Background: an optimization exercise with open tools, aiming at small area. Do not read the settings as production practice. Function was checked by simulation only, so behaviour that the tests miss may differ from the original. Power figures rest on the tool's default switching activity, not on a simulated workload.

==> flow/design.v (excerpt) <==
module lcdc (
    input  wire        clk,
    input  wire        rst,
    input  wire        tick,
    input  wire        cmd_valid,
    output wire        cmd_ready,
    input  wire [2:0]  cmd_op,
    input  wire [1:0]  cmd_line,
    input  wire [4:0]  cmd_code,
    input  wire [15:0] cmd_arg,
    output reg         done,
    output reg  [15:0] rdata,
    output wire        rs,
    output wire        rw,
    output wire [3:0]  e,
    output wire [3:0]  d_out,
    output wire        d_oe,
    input  wire [3:0]  d_in
);
==> flow/config.mk <==
export PLATFORM = sky130hd
export DESIGN_NAME = lcdc
export DESIGN_NICKNAME = lcdc
export VERILOG_FILES = /design/flow/design.v
export SDC_FILE = /design/flow/constraint.sdc
export NUM_CORES = 4
export LEC_CHECK = 0
export CAP_MARGIN = 0
export CORE_MARGIN = 2
export CORE_UTILIZATION = 60
export CTS_BUF_LIST = sky130_fd_sc_hd__clkbuf_8
export SLEW_MARGIN = 0
export BUFFER_PORTS_ARGS = -buffer_cell sky130_fd_sc_hd__buf_1
export CTS_ARGS = -sink_clustering_enable -repair_clock_nets -buf_list sky130_fd_sc_hd__clkbuf_8 -dont_use_dummy_load
==> flow/constraint.sdc <==
create_clock -name core_clock -period 10.0 [get_ports {clk}]
set_input_delay 2.0000 -clock core_clock [delete_from_list [all_inputs] [get_ports {clk}]]
set_output_delay 2.0000 -clock core_clock [all_outputs]
set_load 0.01 [all_outputs]
standard.sh (not shown) runs the stock make flow with config.mk's settings and CLKGATE_MAP_FILE= SYNTH_SCRIPT=/design/flow/synth_recipe.tcl, a recipe that flattens the netlist after the stock synthesis.
==> flow/flow/run.sh <==
#!/bin/bash
# Layout flow: the standard layout (standard.sh) with three changes.
#  1. Synthesis is the standard flow's synthesis script with one difference: ABC maps the
#     logic with the area-oriented script flow/area.abc instead of ORFS's speed
#     script. ABC runs after the flip-flops are mapped, so the registers, their
#     names and cells are those of the standard synthesis.
#  2. The port buffers use the smallest buffer cell (buf_1).
#  3. The clock tree uses clkbuf_8 and inserts no dummy loads.
# Each step's full output goes to a log file in this folder (synth.log,
# layout.log); ORFS's own per-step logs are under orfs/logs/.
set -euo pipefail
W=$(pwd)
F=$W/flow

# 1. synthesis script
sed "s#^source \$::env(SCRIPTS_DIR)/synth_preamble.tcl\$#&\nlset abc_args 1 $F/area.abc#" \
    "$FLOW_HOME/scripts/synth.tcl" > "$W/synth_area.tcl"
grep -q "^lset abc_args 1 " "$W/synth_area.tcl"
sed "s#^source \$::env(SCRIPTS_DIR)/synth.tcl\$#source $W/synth_area.tcl#" \
    "$W/synth_recipe.tcl" > "$W/area_synth.tcl"
grep -q "synth_area.tcl" "$W/area_synth.tcl"
sed "s#SYNTH_SCRIPT=[^ ]*#SYNTH_SCRIPT=$W/area_synth.tcl#" "$W/standard.sh" > "$W/synth_area.sh"
grep -q "SYNTH_SCRIPT=$W/area_synth.tcl" "$W/synth_area.sh"

# 2. and 3.
cat >> "$W/config.mk" <<'EOC'
export BUFFER_PORTS_ARGS = -buffer_cell sky130_fd_sc_hd__buf_1
export CTS_ARGS = -sink_clustering_enable -repair_clock_nets -buf_list sky130_fd_sc_hd__clkbuf_8 -dont_use_dummy_load
EOC

bash "$W/synth_area.sh" synth > "$W/synth.log" 2>&1
bash "$W/standard.sh" > "$W/layout.log" 2>&1
==> flow/flow/area.abc <==
strash
&get -n
&fraig -x
&put
scorr
dc2
strash
&get -n
&deepsyn -T 10 
&put
strash
&get -n
&dch -f
&nf -R 1000 -p -F 8 -C 32
&put
The starting point finished clean.
Rerun with:
--- a/flow/design.v
+++ b/flow/design.v
@@ -102,37 +102,38 @@
     reg        pl_cmd;       
     reg [1:0]  pl_mode;      
     reg        pl_final;     
     always @(*) begin
         pl_cmd   = 1'b0;
         pl_mode  = M_EXT;
         pl_final = 1'b0;
         case (opc)
             C_BASIC: begin
                 if (cur_mode == M_GRAPH)      pl_mode = M_EXT;
                 else if (cur_mode == M_EXT)   pl_mode = M_BASIC;
-                else begin pl_cmd = 1'b1; pl_final = 1'b1; end
+                else begin pl_cmd = 1'b1; pl_final = 1'b1; pl_mode = cur_mode; end
             end
             C_EXT: begin
                 if (cur_mode == M_BASIC)      pl_mode = M_EXT;
-                else begin pl_cmd = 1'b1; pl_final = 1'b1; end
+                else begin pl_cmd = 1'b1; pl_final = 1'b1; pl_mode = cur_mode; end
             end
             C_SELB: begin
                 if (cur_mode == M_GRAPH)      pl_mode = M_EXT;
                 else begin pl_mode = M_BASIC; pl_final = 1'b1; end
             end
             C_SELE: pl_final = 1'b1;
-            default: begin  
+            C_SELG: begin
                 if (cur_mode == M_BASIC)      pl_mode = M_EXT;
                 else begin pl_mode = M_GRAPH; pl_final = 1'b1; end
             end
+            default: pl_mode = M_BASIC;   
         endcase
     end
     wire is_exec = (opc <= C_SELG);
     wire cmd_acc = is_exec & pl_cmd;
     wire sel_acc = is_exec & ~pl_cmd;
     wire two_eff  = acc_two & (is_read | cmd_acc);
     wire long_eff = (cmd_acc & acc_long) | (is_init & st_3);
     reg [3:0] init_nib;
     always @(*) begin
         if (!nib[0])
             init_nib = st_settle ? 4'h2 : 4'h0;
@@ -181,25 +182,23 @@
             else if (ld && ld_line == k[1:0])
                 rem[k] <= ld_val;
             else if (tick && rem[k] != 11'd0)
                 rem[k] <= {rem[k][9:0], ~(rem[k][10] ^ rem[k][8])};
         end
     end
     always @(posedge clk) begin
         for (k = 0; k < 4; k = k + 1) begin
             if (rst)
                 mode[k] <= M_BASIC;
             else if (line_r == k[1:0]) begin
-                if (tw_done)
-                    mode[k] <= M_BASIC;
-                else if (comp && sel_acc)
+                if (tw_done || (comp && is_exec))
                     mode[k] <= pl_mode;
             end
         end
     end
     always @(posedge clk) begin
         if (rst) begin
             state <= S_IDLE;
             done  <= 1'b0;
         end else begin
             done <= 1'b0;
             case (state)
What happened: Worst setup slack improved by 0.40 ns. Sequential power hardly moves. Total power goes up by 2.4%. Global-route usage grows by 0.79 points. Routed wire length went up by 2.9%. Register-to-register slack improved by 0.45 ns. Sequential share of layout area goes up by 0.14 points. Core utilization rose by 0.15 points. Hold slack improves by 0.010 ns. First-iteration DRC count came out lower by 3.5%. Design area shrinks by 0.32%. Final cell count drops by 1.8%.

========
Another version of the RTL of lcdc (not shown whole).
Size in the first run: about 520 cells after synthesis, about 100 flip-flops, roughly 0.0047 sq mm of cells after synthesis.
// lcdc
module lcdc (
    input  wire        clk,
    input  wire        rst,
    input  wire        tick,
    input  wire        cmd_valid,
    output wire        cmd_ready,
    input  wire [2:0]  cmd_op,
    input  wire [1:0]  cmd_line,
    input  wire [4:0]  cmd_code,
    input  wire [15:0] cmd_arg,
    output reg         done,
    output reg  [15:0] rdata,
    output wire        rs,
    output wire        rw,
    output wire [3:0]  e,
    output wire [3:0]  d_out,
    output wire        d_oe,
    input  wire [3:0]  d_in
);
Settings: LEC_CHECK=0, CAP_MARGIN=20, CORE_MARGIN=2, CORE_UTILIZATION=60, CTS_BUF_LIST=sky130_fd_sc_hd__clkbuf_8, SLEW_MARGIN=20, BUFFER_PORTS_ARGS=-buffer_cell sky130_fd_sc_hd__buf_1, CTS_ARGS=-sink_clustering_enable -repair_clock_nets -buf_list sky130_fd_sc_hd__clkbuf_8 -dont_use_dummy_load; clock period 10.0 ns.
Scripts as last shown in full above: flow/flow/run.sh, flow/flow/area.abc
Change:
--- a/flow/design.v
+++ b/flow/design.v
@@ -75,20 +75,24 @@
                      S_BUS   = 3'd3,   
                      S_TWAIT = 3'd4;   
     reg [2:0]  state;
     reg [2:0]  opc;
     reg [1:0]  line_r;
     reg        acc_two;      
     reg        acc_long;     
-    reg [2:0]  init_step;
-    reg [3:0]  ctr;          
+    reg [2:0]  init_step;    
+    reg [1:0]  nib;          
+    reg [1:0]  phase;        
     reg [15:0] sh;           
     reg [10:0] rem [0:3];
     reg [1:0]  mode [0:3];
-    wire [1:0]  phase   = ctr[1:0];
+    wire st_settle = ~init_step[1];                    
+    wire st_2      = init_step[1] & ~init_step[2];     
+    wire st_3      = init_step[2] & init_step[0];      
+    wire st_4      = init_step[2] & ~init_step[0];     
     wire        in_bus  = (state == S_BUS);
     wire [10:0] rem_cur = rem[line_r];
     wire        dl_ok   = (rem_cur == 11'd0);
     wire [1:0]  cur_mode = mode[line_r];
     wire [5:0]  rep     = sh[5:0];
     wire is_read = (opc == C_READ);
     wire is_init = (opc == C_INIT);
@@ -120,57 +124,53 @@
             end
         endcase
     end
     wire is_exec = (opc <= C_SELG);
     wire cmd_acc = is_exec & pl_cmd;
     wire sel_acc = is_exec & ~pl_cmd;
     wire two_eff  = acc_two & (is_read | cmd_acc);
-    wire long_eff = (cmd_acc & acc_long) | (is_init & (init_step == 3'd3));
+    wire long_eff = (cmd_acc & acc_long) | (is_init & st_3);
     reg [3:0] init_nib;
     always @(*) begin
-        if (!ctr[2])
-            init_nib = (init_step[2:1] == 2'b00) ? 4'h2 : 4'h0;
-        else case (init_step)
-            3'd2:    init_nib = 4'hC;
-            3'd3:    init_nib = 4'h1;
-            3'd4:    init_nib = 4'h6;
-            default: init_nib = 4'h0;
-        endcase
+        if (!nib[0])
+            init_nib = st_settle ? 4'h2 : 4'h0;
+        else
+            init_nib = {st_2, st_2 | st_4, st_4, st_3};
     end
     assign cmd_ready = (state == S_IDLE);
     wire   act   = (state != S_IDLE);
     assign rw    = act & is_read;
     assign rs    = act & acc_two & (is_read | (cmd_acc & (opc == C_BASIC)));
     assign d_oe  = ~(in_bus & is_read);
     assign d_out = {4{act}} & (is_init ? init_nib :
-                               sel_acc ? (ctr[2] ? {1'b0, pl_mode, 1'b0} : 4'h2) :
+                               sel_acc ? (nib[0] ? {1'b0, pl_mode, 1'b0} : 4'h2) :
                                sh[15:12]);
-    wire   e_on  = in_bus & (phase[1] ^ phase[0]);
+    wire   e_on  = in_bus & phase[0];
     assign e = {4{e_on}} & (4'b0001 << line_r);
     wire [15:0] enc_bytes;
     wire        enc_two, enc_long;
     wire [2:0]  enc_cls;
     lcdc_encode u_enc (
         .code     (cmd_code),
         .arg      (cmd_arg),
         .bytes    (enc_bytes),
         .two_bytes(enc_two),
         .long_exec(enc_long),
         .cls      (enc_cls)
     );
     wire accept   = (state == S_IDLE) & cmd_valid;
-    wire comp     = in_bus & (ctr == 4'hF);
+    wire comp     = in_bus & (nib == 2'd3) & (phase == 2'b10);
     wire tw_zero  = (state == S_TWAIT) & dl_ok;
     wire tw_done  = tw_zero & (rep == 6'd0);
     wire reload   = tw_zero & (rep != 6'd0) & tick;
     wire init_acc = accept & (cmd_op == OP_INIT);
     wire        ld      = init_acc | reload | comp;
     wire [1:0]  ld_line = (state == S_IDLE) ? cmd_line : line_r;
     wire        sel1600 = (state != S_BUS) | long_eff;
-    wire        sel100  = is_init & (init_step[2:1] == 2'b00);
+    wire        sel100  = is_init & st_settle;
     wire [10:0] ld_val  = sel1600 ? (tick ? 11'h505 : 11'h282) :    
                           sel100  ? (tick ? 11'h191 : 11'h0c8) :    
                                     (tick ? 11'h7ab : 11'h7d5);     
     integer k;
     always @(posedge clk) begin
         for (k = 0; k < 4; k = k + 1) begin
             if (rst)
@@ -222,17 +222,17 @@
                         state <= S_IDLE;
                     end else
                         state <= S_BUS;
                 end
                 S_TWAIT: if (tw_done) state <= S_DWAIT;
                 S_BUS: if (comp) begin
                     if (is_init) begin
-                        if (init_step[2:1] == 2'b00)
+                        if (st_settle)
                             state <= S_TWAIT;
-                        else if (init_step[2]) begin
+                        else if (st_4) begin
                             done  <= 1'b1;
                             state <= S_IDLE;
                         end else
                             state <= S_DWAIT;
                     end else if (is_read || pl_final) begin
                         done  <= 1'b1;
                         state <= S_IDLE;
@@ -242,15 +242,15 @@
                 default: state <= S_IDLE;
             endcase
         end
     end
     always @(posedge clk) begin
         if (rst || (accept && cmd_op == OP_STATUS))
             rdata <= 16'd0;
-        else if (in_bus && is_read && phase == 2'd2)
+        else if (in_bus && is_read && phase == 2'b11)
             rdata <= {rdata[11:0], d_in};
     end
     always @(posedge clk) begin
         if (accept) begin
             line_r    <= cmd_line;
             init_step <= 3'd0;
             case (cmd_op)
@@ -268,19 +268,23 @@
                     opc <= C_INIT;
                     sh[5:0] <= 6'h33;    
                 end
                 default: opc <= C_NOACC;
             endcase
         end else begin
             if (comp)
-                init_step <= init_step + 3'd1;
+                init_step <= {init_step[1:0], ~init_step[2]};
             if (reload)
                 sh[5:0] <= {rep[4:0], ~(rep[5] ^ rep[4])};
-            else if (in_bus && cmd_acc && phase == 2'd3)
+            else if (in_bus && cmd_acc && phase == 2'b10)
                 sh <= {sh[11:0], 4'h0};
         end
-        if (in_bus)
-            ctr <= ctr + 4'd1;
-        else
-            ctr <= {~two_eff, 3'b000};
+        if (in_bus) begin
+            phase <= {phase[0], ~phase[1]};
+            if (phase == 2'b10)
+                nib <= nib + 2'd1;
+        end else begin
+            phase <= 2'b00;
+            nib   <= {~two_eff, 1'b0};
+        end
     end
 endmodule
Via count goes down by 3.0%.
Die area shrinks by 1.7%.
Synthesized cell count drops by 3.5%.
Sequential share of layout area climbs by 0.83 points.
First-iteration DRC count falls by about 22%.
Utilization falls by 0.64 points.
Setup slack improved by 0.21 ns.
Routed wire length goes down by 3.2%.
Combinational power increases by 23%.
Hold slack improved by 0.0074 ns.
Clock-buffer cell count does not change.

========
south:
Starting RTL as in the previous note.
Settings: LEC_CHECK=0, CAP_MARGIN=20, CORE_MARGIN=2, CORE_UTILIZATION=40, SLEW_MARGIN=20; clock period 10.0 ns.
run.sh (not shown) runs the stock make flow with config.mk's settings and CLKGATE_MAP_FILE= SYNTH_SCRIPT=/design/flow/synth_recipe.tcl, a recipe that flattens the netlist after the stock synthesis.
Stock flow here: none of the scripts above is used.
south reached the final stage; the timing, DRC and antenna checks on its layout passed.
#### Input delta (west over south)
-- flow/design.v --
<<< south, line 168
    wire        sel1600 = (state != S_BUS) | long_eff;
    wire        sel100  = is_init & (init_step[2:1] == 2'b00);
    wire [10:0] ld_val  = sel1600 ? (tick ? 11'h505 : 11'h282) :    
                          sel100  ? (tick ? 11'h191 : 11'h0c8) :    
                                    (tick ? 11'h7ab : 11'h7d5);     
    integer k;
    always @(posedge clk) begin
>>> west, line 168
    wire        sel1600 = (state != S_BUS) | long_eff;
    wire        sel100  = is_init & (init_step[2:1] == 2'b00);
    wire [10:0] ld_base = sel1600 ? 11'd1600 : sel100 ? 11'd100 : 11'd72;
    wire [10:0] ld_val  = ld_base - {10'd0, tick};
    integer k;
    always @(posedge clk) begin
<<< south, line 179
                rem[k] <= ld_val;
            else if (tick && rem[k] != 11'd0)
                rem[k] <= {rem[k][9:0], ~(rem[k][10] ^ rem[k][8])};
        end
    end
>>> west, line 178
                rem[k] <= ld_val;
            else if (tick && rem[k] != 11'd0)
                rem[k] <= rem[k] - 11'd1;
        end
    end
<<< south, line 267
                OP_INIT: begin
                    opc <= C_INIT;
                    sh[5:0] <= 6'h33;    
                end
                default: opc <= C_NOACC;
>>> west, line 266
                OP_INIT: begin
                    opc <= C_INIT;
                    sh  <= 16'd49;
                end
                default: opc <= C_NOACC;
<<< south, line 275
                init_step <= init_step + 3'd1;
            if (reload)
                sh[5:0] <= {rep[4:0], ~(rep[5] ^ rep[4])};
            else if (in_bus && cmd_acc && phase == 2'd3)
                sh <= {sh[11:0], 4'h0};
>>> west, line 274
                init_step <= init_step + 3'd1;
            if (reload)
                sh[5:0] <= rep - 6'd1;
            else if (in_bus && cmd_acc && phase == 2'd3)
                sh <= {sh[11:0], 4'h0};
### Flow results
- south: no failed stages, no open violations at the end
- Having completed the whole flow, west delivered a layout that passed the timing, DRC and antenna checks.
- Going from south to west, the met1 wire length was found to have gone up by 13%.
- Higher register-to-register slack goes to west over south.
- Against south, west reports a total of clock buffers placed in the layout that is lower.
- Comparing south and west, the lower transition time of the tightest slew-check pin was measured on west.
- Compared with south, in west routed length on met2 moved up; switching power climbed 54%.

separate check: timing with driven ports:
No port has a modelled driver above. Below, the same layouts with a new extraction and two added sets of constraints.
Step 1, drivers: a clkbuf_16 drives clk and a buf_2 each remaining input, both assumed.
Step 2, shift: input delay + t, output delay - t, t = (earliest + latest rising clock arrival at the registers) / 2. This alone moves slack from input paths to output paths.
Three values: ideal, step 1, step 2; two values: the first two.
run | shift t [ns] | setup WS [ns] | latest minus earliest clock arrival (ns) | worst slew at a driven data input, ns
the first run of note 1 | 0.389 | 4.451 / 4.447 / 4.058 | 0.034 / 0.034 | 0.05
the second run of note 1 | 0.387 | 4.851 / 4.860 / 4.474 | 0.034 / 0.033 | 0.03
the first run of note 2 | 0.390 | 4.260 / 4.225 / 4.424 | 0.024 / 0.024 | 0.04
the second run of note 2 | 0.388 | 4.469 / 4.436 / 4.602 | 0.021 / 0.021 | 0.03
south | 0.393 | 4.884 / 4.844 / 5.107 | 0.008 / 0.008 | 0.04
west | 0.405 | 4.671 / 4.626 / 5.031 | 0.008 / 0.009 | 0.04
After both steps every run listed still meets setup and hold. For the first run of note 1, which loses most, drivers alone change the setup slack by -0.004 ns; drivers and shift together by -0.393 ns.
